This design comes from an exercise in tuning for small area and a short achievable clock period on the open sky130 flow, not from production work.
Only simulation tests tie the RTL to the original design; equivalence was not proved.
Power and IR drop assume default switching activity.

== oak ==
## kstc_tx
module kstc_tx #(
    parameter MAX_PAYLOAD = 64
) (
    input  wire                     clk,
    input  wire                     rst,
    input  wire                     start,
    output wire                     ready,
    input  wire [7:0]               pri,
    input  wire [15:0]              src,
    input  wire [15:0]              dst,
    input  wire [15:0]              dspec,
    input  wire [63:0]              tid,
    input  wire [6:0]               len,
    input  wire [8*MAX_PAYLOAD-1:0] payload,
    output wire                     tx_valid,
    output wire [7:0]               tx_byte,
    input  wire                     tx_accept,
    output reg                      done,
    output reg                      ok
);
Settings: LEC_CHECK=0, CAP_MARGIN=20, CORE_MARGIN=2, CORE_UTILIZATION=40, SETUP_SLACK_MARGIN=4.1, SLEW_MARGIN=20; clock period 6.5 ns.
standard.sh (not shown) runs the stock make flow with config.mk's settings and CLKGATE_MAP_FILE= SYNTH_SCRIPT=/design/flow/synth_recipe.tcl, a recipe that flattens the netlist after the stock synthesis.
==> flow/flow/run.sh <==
#!/bin/bash
# Standard ORFS layout, except: the port buffers are buf_1 cells rather than
# the delay cells buffer_ports picks by default, and clock tree synthesis
# adds no dummy loads and clusters up to 24 sinks per leaf buffer.
set -euo pipefail
export BUFFER_PORTS_ARGS="-buffer_cell sky130_fd_sc_hd__buf_1"
export CTS_ARGS="-sink_clustering_enable -repair_clock_nets -dont_use_dummy_load -sink_clustering_size 24 -sink_clustering_max_diameter 120"
bash standard.sh > standard_flow.log 2>&1
> inputs changed (oak -> pine)
Settings: changing SETUP_SLACK_MARGIN from 4.1 to 4.3; changing CORE_UTILIZATION from 40 to 60.
==> flow/flow/run.sh <==
#!/bin/bash
# Standard ORFS layout, except: the port buffers are buf_1 cells rather than
# the delay cells buffer_ports picks by default, and clock tree synthesis
# adds no dummy loads and clusters up to 50 sinks per leaf buffer.
set -euo pipefail
export BUFFER_PORTS_ARGS="-buffer_cell sky130_fd_sc_hd__buf_1"
export CTS_ARGS="-sink_clustering_enable -repair_clock_nets -dont_use_dummy_load -sink_clustering_size 50 -sink_clustering_max_diameter 80"
bash standard.sh > standard_flow.log 2>&1
Results
pine vs oak: combinational cell fraction of total power up in pine. Compared with oak, pine shows a lower area after detailed placement. Lower worst hold slack among oak and pine: pine. Taking oak as the reference point, the non-clock buffer count of pine rises by 20. oak reports its critical path start-end classification as reg -> reg while pine reports reg -> out. Looking at last element of the critical path, the hlo[1]$_SDFFE_PP1N_ result is from oak; the tx_valid one comes from pine. Worst-case vdd ir drop came out higher on pine than on oak.

---

Starting RTL as in the previous note.
Settings: LEC_CHECK=0, CAP_MARGIN=20, CORE_MARGIN=2, CORE_UTILIZATION=40, SETUP_SLACK_MARGIN=4.5, SLEW_MARGIN=20; clock period 6.5 ns.
==> flow/flow/run.sh <==
#!/bin/bash
# Standard ORFS layout, except: the port buffers are buf_1 cells rather than
# the delay cells buffer_ports picks by default, and clock tree synthesis
# adds no dummy loads and clusters up to 24 sinks per leaf buffer.
set -euo pipefail
export BUFFER_PORTS_ARGS="-buffer_cell sky130_fd_sc_hd__buf_1"
export CTS_ARGS="-sink_clustering_enable -repair_clock_nets -dont_use_dummy_load -sink_clustering_size 24 -sink_clustering_max_diameter 120"
bash standard.sh > standard_flow.log 2>&1
Next try:
- CORE_UTILIZATION: 40 -> 60
- SETUP_SLACK_MARGIN: 4.5 -> 4.3
Result: Setup slack is about the same; core utilization climbs by 22 points; hold slack degrades by 0.039 ns; sequential share of layout area came out higher by 2.2 points; combinational power went down by 12%; sequential power is about the same; final area came out lower by 3.6%; clock power fell by about 2%; clock skew decreases by 0.051 ns; power falls by 3.5%.

---

## build 8
Starting RTL as in the previous note.
Settings: LEC_CHECK=0, CAP_MARGIN=20, CORE_MARGIN=2, CORE_UTILIZATION=40, SETUP_SLACK_MARGIN=4.3, SLEW_MARGIN=20, TNS_END_PERCENT=10; clock period 6.5 ns.
Scripts as last shown in full above: flow/flow/run.sh
Input changes introduced in build 33 (baseline for comparison: build 8):
Settings: TNS_END_PERCENT no longer set, was 10; SETUP_SLACK_MARGIN now 4.7, was 4.3.
Notes after the runs:
- Taking build 8 as the reference, in build 33 clock-pin transition on the worst setup and hold timing paths did not really move; final worst-path cycle share did not really move; portion of the layout cell area used by non-clock buffers went up; clock skew went up.
- Note that the design area recorded for build 8 amounts to 0.924 times the value seen in build 33.
- Half-perimeter wire length after detailed placement for build 33: about 1.6% up relative to build 8
- Between build 8 and build 33, the cell count went up.
- Relative to build 8, multi-input logic area has gone up in build 33.
- Looking at capturing instance or port of the critical path, the tx_byte[7] result is from build 33; the nb[2]$_SDFFE_PP0N_ one comes from build 8.
## Diff of input files: build 3 against build 33
Settings: swapping 4.7 for 4.3 in SETUP_SLACK_MARGIN; putting TNS_END_PERCENT at 50 where nothing was set.
[summary]
Going from build 33 to build 3, number of buffers outside the clock class in the layout decreased by 14% relative to the old numbers, number of gates resized after cts decreased by 267 relative to the old numbers.
Diff build 3..build 33 | power density of the placed cells | negligible
[compare] base=build 33 new=build 3: final period utilization went down by 0.37 points; clock buffer instance count of the final layout went up by 2.8%.
Setup changes, build 3 to build 50
Settings: clearing TNS_END_PERCENT, which used to be 50.
Notes after the runs:
Side by side, switching part of the total turned out lower in build 50 than in build 3. Headroom to the max-slew limit: build 50 worse than build 3. | share of the final layout cell area in multi-input gates | build 50 vs build 3 | ≈ equal |. When build 50 is measured against build 3, its total leakage power turns out about 0.8% lower.
What build 97 does differently from build 50 at the input level:
Settings: SETUP_SLACK_MARGIN: 4.3 -> 3.9.
The final layouts of build 97 and build 50 pass the timing, design-rule and antenna checks.
Power density over cell area on build 97 is down relative to build 50.
Type of the worst setup path = reg -> reg: build 97; type of the worst setup path = reg -> out: build 50
Critical path depth ends up higher on build 97.
Min power dissipated in combinational cells across build 97 and build 50: build 97
| sink count of the clock tree | build 97 vs build 50 | ≈ equal |
What build 98 does differently from build 97 at the input level:
Settings: changing SETUP_SLACK_MARGIN from 3.9 to 4.3.
==> flow/flow/run.sh <==
#!/bin/bash
# Standard ORFS layout, except: the port buffers are buf_1 cells rather than
# the delay cells buffer_ports picks by default, and clock tree synthesis
# adds no dummy loads and clusters up to 28 sinks per leaf buffer.
set -euo pipefail
export BUFFER_PORTS_ARGS="-buffer_cell sky130_fd_sc_hd__buf_1"
export CTS_ARGS="-sink_clustering_enable -repair_clock_nets -dont_use_dummy_load -sink_clustering_size 28 -sink_clustering_max_diameter 110"
bash standard.sh > standard_flow.log 2>&1
Notes after the runs:
Per the comparison of build 98 with build 97, design area grew by about 2.3%, synthesized-area fraction occupied by adder cells now sits at about the same level, sequential share of layout area fell 1.4 points, clock transition time at the flip-flop clock pins of the worst setup and hold paths went down by 0.02 ns, power went up.
The sequential-cell power consumption of build 98 and that of build 97 are within noise of each other.

==> port drivers added, routing unchanged <==
Ports are ideal in the flow. The routed layouts listed here were re-timed in OpenROAD.
Step 1 assumes that a clkbuf_16 drives the clock port and a buf_2 every other input.
Step 2 moves the port delays by t, midway between the first and last clock arrival at a register: inputs arrive t later, outputs are due t later. That takes back most of the time a late clock gives input paths.
Slacks: ideal ports / drivers / drivers and shift; pairs: ideal ports / drivers.
run	t (ns)	slack for setup (ns)	hold slack, ns	worst setup path at the end
oak	0.624	4.136 / 4.086 / 4.136	0.505 / 0.505 / 0.505	register to register
pine	0.623	4.153 / 4.092 / 4.196	0.471 / 0.471 / 0.471	input to register
the first run of note 2	0.623	4.151 / 4.086 / 4.182	0.503 / 0.503 / 0.503	input to register
the second run of note 2	0.623	4.150 / 4.089 / 4.200	0.463 / 0.463 / 0.463	input to register
build 8	0.633	4.140 / 4.125 / 4.140	0.475 / 0.475 / 0.475	register to register
build 33	0.637	4.146 / 4.077 / 4.178	0.508 / 0.508 / 0.508	input to register
build 3	0.627	4.170 / 4.099 / 4.217	0.487 / 0.487 / 0.487	input to register
build 50	0.621	4.177 / 4.113 / 4.177	0.502 / 0.502 / 0.502	input to register
build 97	0.625	3.958 / 3.958 / 3.958	0.503 / 0.503 / 0.503	register to register
build 98	0.615	4.196 / 4.128 / 4.155	0.504 / 0.504 / 0.504	input to register
After both steps every run listed still meets setup and hold. The setup slack of build 98, which loses most, moves by -0.068 ns with the drivers and by -0.041 ns with both steps.
